Context: an optimization exercise on an open-source flow, tuned for small area, a short achievable clock period and few clock cycles. The choices shown serve that exercise and are no tape-out recipe.
At most, simulation tests tie the RTL to the original design; equivalence was not proved.
Power and IR drop assume default switching activity.

## v53
## vhil_gateway
module vhil_gateway (
    input  wire        clk,
    input  wire        rst,             
    input  wire        rx_valid,
    input  wire [7:0]  rx_data,
    input  wire        rx_eos,
    input  wire        rx_err,
    output wire        rx_ready,
    output wire        tx_valid,
    input  wire        tx_ready,
    output wire [7:0]  tx_data,
    output wire        tx_last,
    output wire        ev_valid,
    output wire [2:0]  ev_kind,
    output wire [15:0] ev_voltage_mv,
    output wire [7:0]  ev_temp_c,
    output wire [1:0]  halt_cause
);
Size in the first run: about 340 cells after synthesis, about 58 flip-flops.
clock: 5.0 ns
lec_check: 0
abc_area: 1
cap_margin: 20
core_area: 5 5 80 80
die_area: 0 0 85 85
setup_slack_margin: 3.0
slew_margin: 20
standard.sh (not shown) runs the stock make flow with config.mk's settings and CLKGATE_MAP_FILE= SYNTH_SCRIPT=/design/flow/synth_recipe.tcl, a recipe that flattens the netlist after the stock synthesis.
==> flow/flow/run.sh <==
#!/bin/bash
# Standard ORFS layout (the standard.sh), with the port buffers made
# from sky130_fd_sc_hd__buf_1 instead of the default delay buffer.
set -euo pipefail
export BUFFER_PORTS_ARGS="-buffer_cell sky130_fd_sc_hd__buf_1"
bash standard.sh > standard.log 2>&1
v53 | status: complete | timing, DRC, antenna: pass
Testbench counts of v53, summed over its fixed seeds: cycles 29,200.
What v16 does differently from v53 at the input level:
- an added CTS_CLUSTER_SIZE of 30
- an added CTS_CLUSTER_DIAMETER of 100
- a change of CORE_AREA from 5 5 80 80 to 5 5 105 105
- a change of DIE_AREA from 0 0 85 85 to 0 0 110 110
--- outcome ---
v53 -> v16: count of plain and timing-repair buffers in the layout increased slightly. v16 and v53 ended up with roughly the same share of final layout cell area taken by non-clock buffers. In the metrics for v53 and v16, the one carrying the lower wire length on met2 is v53. Core utilization: v16 < v53. First-pass GRT wire length grows by a few percent when moving from v53 to v16. The run showing the greater largest fanout on the critical path is v53. Per the comparison of v16 with v53, overall power consumption increased by 54 uW relative to the old numbers; cell count increased by 13% relative to the old numbers. Timing, DRC, antenna: 0 failures across v53 and v16. Higher arrival time at the worst endpoint was reported by v53, not v16.
Input-level comparison between v4 and v16:
- setting CTS_BUF_LIST to sky130_fd_sc_hd__clkbuf_16 for the first time
- changing CTS_CLUSTER_DIAMETER from 100 to 200
- changing CTS_CLUSTER_SIZE from 30 to 60
- Cmp v4 vs v16: via count higher in v4
- The final reports for v4 and v16 show filler cell count lower in the former.
- From v16 to v4 the numbers moved as follows: overall routed net length rose 110 um; sequential share of power shrank by 6.7 points.
- The core of v4 is more densely filled than that of v16.
- Minimum clock period after layout ends up higher on v4.
- ~same worst clock skew on the final layout in v16 and v4
- Sort v16 and v4 by number of global-route vias before repair, ascending, and v16 comes first.
- Changes observed in v4 relative to v16: fraction of power consumed by the clock network went up 7.7 points; combined area of the multi-input logic cells shows an increase of 0.45%.


The RTL this note starts from:
==> flow/design.v <==
module vhil_gateway (
    input  wire        clk,
    input  wire        rst,             
    input  wire        rx_valid,
    input  wire [7:0]  rx_data,
    input  wire        rx_eos,
    input  wire        rx_err,
    output wire        rx_ready,
    output wire        tx_valid,
    input  wire        tx_ready,
    output wire [7:0]  tx_data,
    output wire        tx_last,
    output wire        ev_valid,
    output wire [2:0]  ev_kind,
    output wire [15:0] ev_voltage_mv,
    output wire [7:0]  ev_temp_c,
    output wire [1:0]  halt_cause
);
    localparam [7:0] SYNC = 8'hAA;
    reg [1:0] halt_q;       
    reg [2:0] cnt;          
    reg       rdy_q;        
    reg [7:0] d1, d2, d3;   
    reg [7:0] acc;          
    reg [1:0] stat_q;       
    reg       pend;         
    reg       tx_valid_q;
    reg [3:0] tx_idx;       
    reg [7:0] tx_data_q;
    reg       tx_last_q;
    reg       ev_valid_q;
    reg [1:0] ev_k;         
    assign rx_ready = rdy_q;
    wire rx_fire = rdy_q && (rx_valid || rx_eos || rx_err);
    wire ev_term = rx_fire && (rx_err || rx_eos);
    wire ev_byte = rx_fire && !rx_err && !rx_eos;
    wire       sum_ok  = (rx_data == acc);
    wire       win_end = ev_byte && (cnt == 3'd4);
    wire       win_ok  = win_end && sum_ok;
    wire [1:0] status = (d3 > 8'd60) ? 2'd2 : (({d1, d2} < 16'd3100) ? 2'd1 : 2'd0);
    wire adv     = tx_valid_q && tx_ready;
    wire tx_done = adv && tx_last_q;
    wire start   = (win_ok || pend) && (!tx_valid_q || tx_done);
    reg  [1:0] halt_n;
    reg  [2:0] cnt_n;
    wire       pend_n  = (win_ok || pend) && !start;
    wire       txv_n   = start || (tx_valid_q && !tx_done);
    wire [3:0] idx_n   = start ? 4'd0 : (adv ? tx_idx + 4'd1 : tx_idx);
    always @(*) begin
        halt_n = halt_q;
        cnt_n  = cnt;
        if (ev_term) begin
            halt_n = rx_err ? 2'd2 : 2'd1;
            cnt_n  = 3'd0;
        end else if (ev_byte) begin
            if (cnt == 3'd0)
                cnt_n = (rx_data == SYNC) ? 3'd1 : 3'd0;
            else if (cnt == 3'd4)
                cnt_n = 3'd0;
            else
                cnt_n = cnt + 3'd1;
        end
    end
    reg slot_free_n;
    always @(*) begin
        case (cnt_n)
            3'd1:    slot_free_n = !pend_n && !(txv_n && idx_n <= 4'd4);
            3'd2:    slot_free_n = !pend_n && !(txv_n && idx_n <= 4'd5);
            3'd3:    slot_free_n = !pend_n && !(txv_n && idx_n <= 4'd6);
            3'd4:    slot_free_n = !pend_n && !(txv_n && idx_n <= 4'd7);
            default: slot_free_n = 1'b1;
        endcase
    end
    reg [7:0] next_byte;
    always @(*) begin
        case (tx_idx)
            4'd1:    next_byte = 8'h01;
            4'd3:    next_byte = 8'h08;
            4'd4:    next_byte = d1;
            4'd5:    next_byte = d2;
            4'd6:    next_byte = d3;
            4'd7:    next_byte = {6'd0, stat_q};
            default: next_byte = 8'h00;
        endcase
    end
    always @(posedge clk) begin
        if (rdy_q && cnt == 3'd1) d1 <= rx_data;
        if (rdy_q && cnt == 3'd2) d2 <= rx_data;
        if (rdy_q && cnt == 3'd3) d3 <= rx_data;
        if (rdy_q && cnt == 3'd4) stat_q <= status;
        if (cnt == 3'd0)
            acc <= SYNC;
        else if (rdy_q && rx_valid && cnt != 3'd4)
            acc <= acc + rx_data;
        if (start) begin
            tx_data_q <= 8'h00;
            tx_last_q <= 1'b0;
        end else if (adv) begin
            tx_data_q <= next_byte;
            tx_last_q <= (tx_idx == 4'd11);
        end
        tx_idx <= idx_n;
        ev_k   <= {(win_end && !sum_ok) || (ev_term && !rx_err),
                   win_ok || (ev_term && !rx_err)};
        if (rst) begin
            halt_q     <= 2'd0;
            cnt        <= 3'd0;
            rdy_q      <= 1'b1;
            pend       <= 1'b0;
            tx_valid_q <= 1'b0;
            ev_valid_q <= 1'b0;
        end else begin
            halt_q     <= halt_n;
            cnt        <= cnt_n;
            rdy_q      <= (halt_n == 2'd0) && slot_free_n;
            pend       <= pend_n;
            tx_valid_q <= txv_n;
            ev_valid_q <= ev_term || win_end;
        end
    end
    assign tx_valid      = tx_valid_q;
    assign tx_data       = tx_data_q;
    assign tx_last       = tx_last_q;
    assign ev_valid      = ev_valid_q;
    assign ev_kind       = {halt_q[1], ev_k};
    assign ev_voltage_mv = {d1, d2};
    assign ev_temp_c     = d3;
    assign halt_cause    = halt_q;
endmodule
==> flow/config.mk <==
export PLATFORM = sky130hd
export DESIGN_NAME = vhil_gateway
export DESIGN_NICKNAME = vhil_gateway
export VERILOG_FILES = /design/flow/design.v
export SDC_FILE = /design/flow/constraint.sdc
export NUM_CORES = 4
export LEC_CHECK = 0
export ABC_AREA = 1
export CAP_MARGIN = 20
export CORE_AREA = 5 5 105 105
export DIE_AREA = 0 0 110 110
export SETUP_SLACK_MARGIN = 3.2
export SLEW_MARGIN = 20
==> flow/constraint.sdc <==
create_clock -name core_clock -period 5.0 [get_ports {clk}]
set_input_delay 1.0000 -clock core_clock [delete_from_list [all_inputs] [get_ports {clk}]]
set_output_delay 1.0000 -clock core_clock [all_outputs]
set_load 0.01 [all_outputs]
Scripts as last shown in full above: flow/flow/run.sh
The first run finished with timing, DRC and antenna clean.
Rerun with:
==> flow/run.sh (new file) <==
#!/bin/bash
# synth_recipe.tcl (not shown) runs the flow's synth.tcl, then flattens the netlist and writes it again
# the make line also repeats each setting of config.mk as NAME=value (left out here)
make -C /OpenROAD-flow-scripts/flow DESIGN_CONFIG=/design/flow/config.mk WORK_HOME=/design/flow/orfs CLKGATE_MAP_FILE= SYNTH_SCRIPT=/design/flow/synth_recipe.tcl finish
Settings changed: ABC_AREA 1 to not set, SETUP_SLACK_MARGIN 3.2 to not set.
removed: flow/flow/run.sh
removed: flow/standard.sh
=> The new run completed without violations; global-route usage went down by 1.3 points; area after synthesis went up by about 1.2%; flip-flop and latch count does not change; register-to-register slack degrades by 0.70 ns; first-iteration DRC count goes up by about 36%; cell area decreases by 13%.
Function was not checked in any run of this note: the RTL went through the layout flow alone.


Setup of AL:
// vhil_gateway: RTL as listed in full above, without the edits since
export LEC_CHECK = 0
export CAP_MARGIN = 20
export CORE_AREA = 5 5 105 105
export DIE_AREA = 0 0 110 110
export SETUP_SLACK_MARGIN = 3.2
export SLEW_MARGIN = 20
create_clock -name core_clock -period 5.0 [get_ports {clk}]
==> flow/flow/run.sh <==
#!/bin/bash
# Standard ORFS layout (the standard.sh), with the port buffers made
# from sky130_fd_sc_hd__buf_1 instead of the default delay buffer.
set -euo pipefail
export BUFFER_PORTS_ARGS="-buffer_cell sky130_fd_sc_hd__buf_1"
bash standard.sh > standard.log 2>&1
[inputs] TR vs AL
--- a/flow/config.mk
+++ b/flow/config.mk
@@ -11 +10,0 @@
-export SETUP_SLACK_MARGIN = 3.2
## What came out
- | routability congestion estimate from global placement | lower: AL |
- Row post-layout minimum cycle time: TR higher / AL lower
- TR vs AL, start point of the critical path: rx_data[0] vs rx_valid
- TR vs AL, fraction of area in multi-input gates went up by 2.7 points.
- TR ends up with a final critical-path setup slack that is 770 ps lower than in AL.
- Changes observed in TR relative to AL: biggest cell delay along the critical path now sits higher, areal power density over the cells now sits higher, synthesized cell count now sits at about the same level.
- Compared to AL, TR leaves more free space in the core.
Function was not checked in any run of this note: the RTL went through the layout flow alone.

-- what the ideal ports hide --
How much do the figures lean on ideal ports? The routed layouts below were timed once more, with nothing changed but the port constraints.
Step 1 assumes that a clkbuf_16 drives the clock port and a buf_2 every other input.
Step 2 adds t to the input delays and takes it off the output delays; t is the mean of the earliest and latest rising clock arrival at the registers after step 1. Input paths then give back, and output paths get back, about the clock's delay inside the block.
Three values: ideal ports, drivers, drivers and shift; two values: the first two.
run	t, ns	setup WS [ns]	worst setup path at the end	worst register clock-pin slew, ns
v53	0.354	2.950 / 2.935 / 2.581	input to register	0.07 / 0.07
v16	0.359	2.982 / 2.956 / 2.597	input to register	0.07 / 0.07
v4	0.357	2.962 / 2.938 / 2.581	input to register	0.05 / 0.05
the first run of note 2	0.361	2.832 / 2.823 / 2.462	input to register	0.07 / 0.07
the second run of note 2	0.364	1.715 / 1.720 / 1.356	input to register	0.07 / 0.07
AL	0.366	2.798 / 2.791 / 2.425	input to register	0.07 / 0.07
TR	0.357	2.028 / 2.035 / 1.678	input to register	0.07 / 0.07
After both steps every run listed still meets setup and hold. The setup slack of v16, which loses most, moves by -0.026 ns with the drivers and by -0.385 ns with both steps.
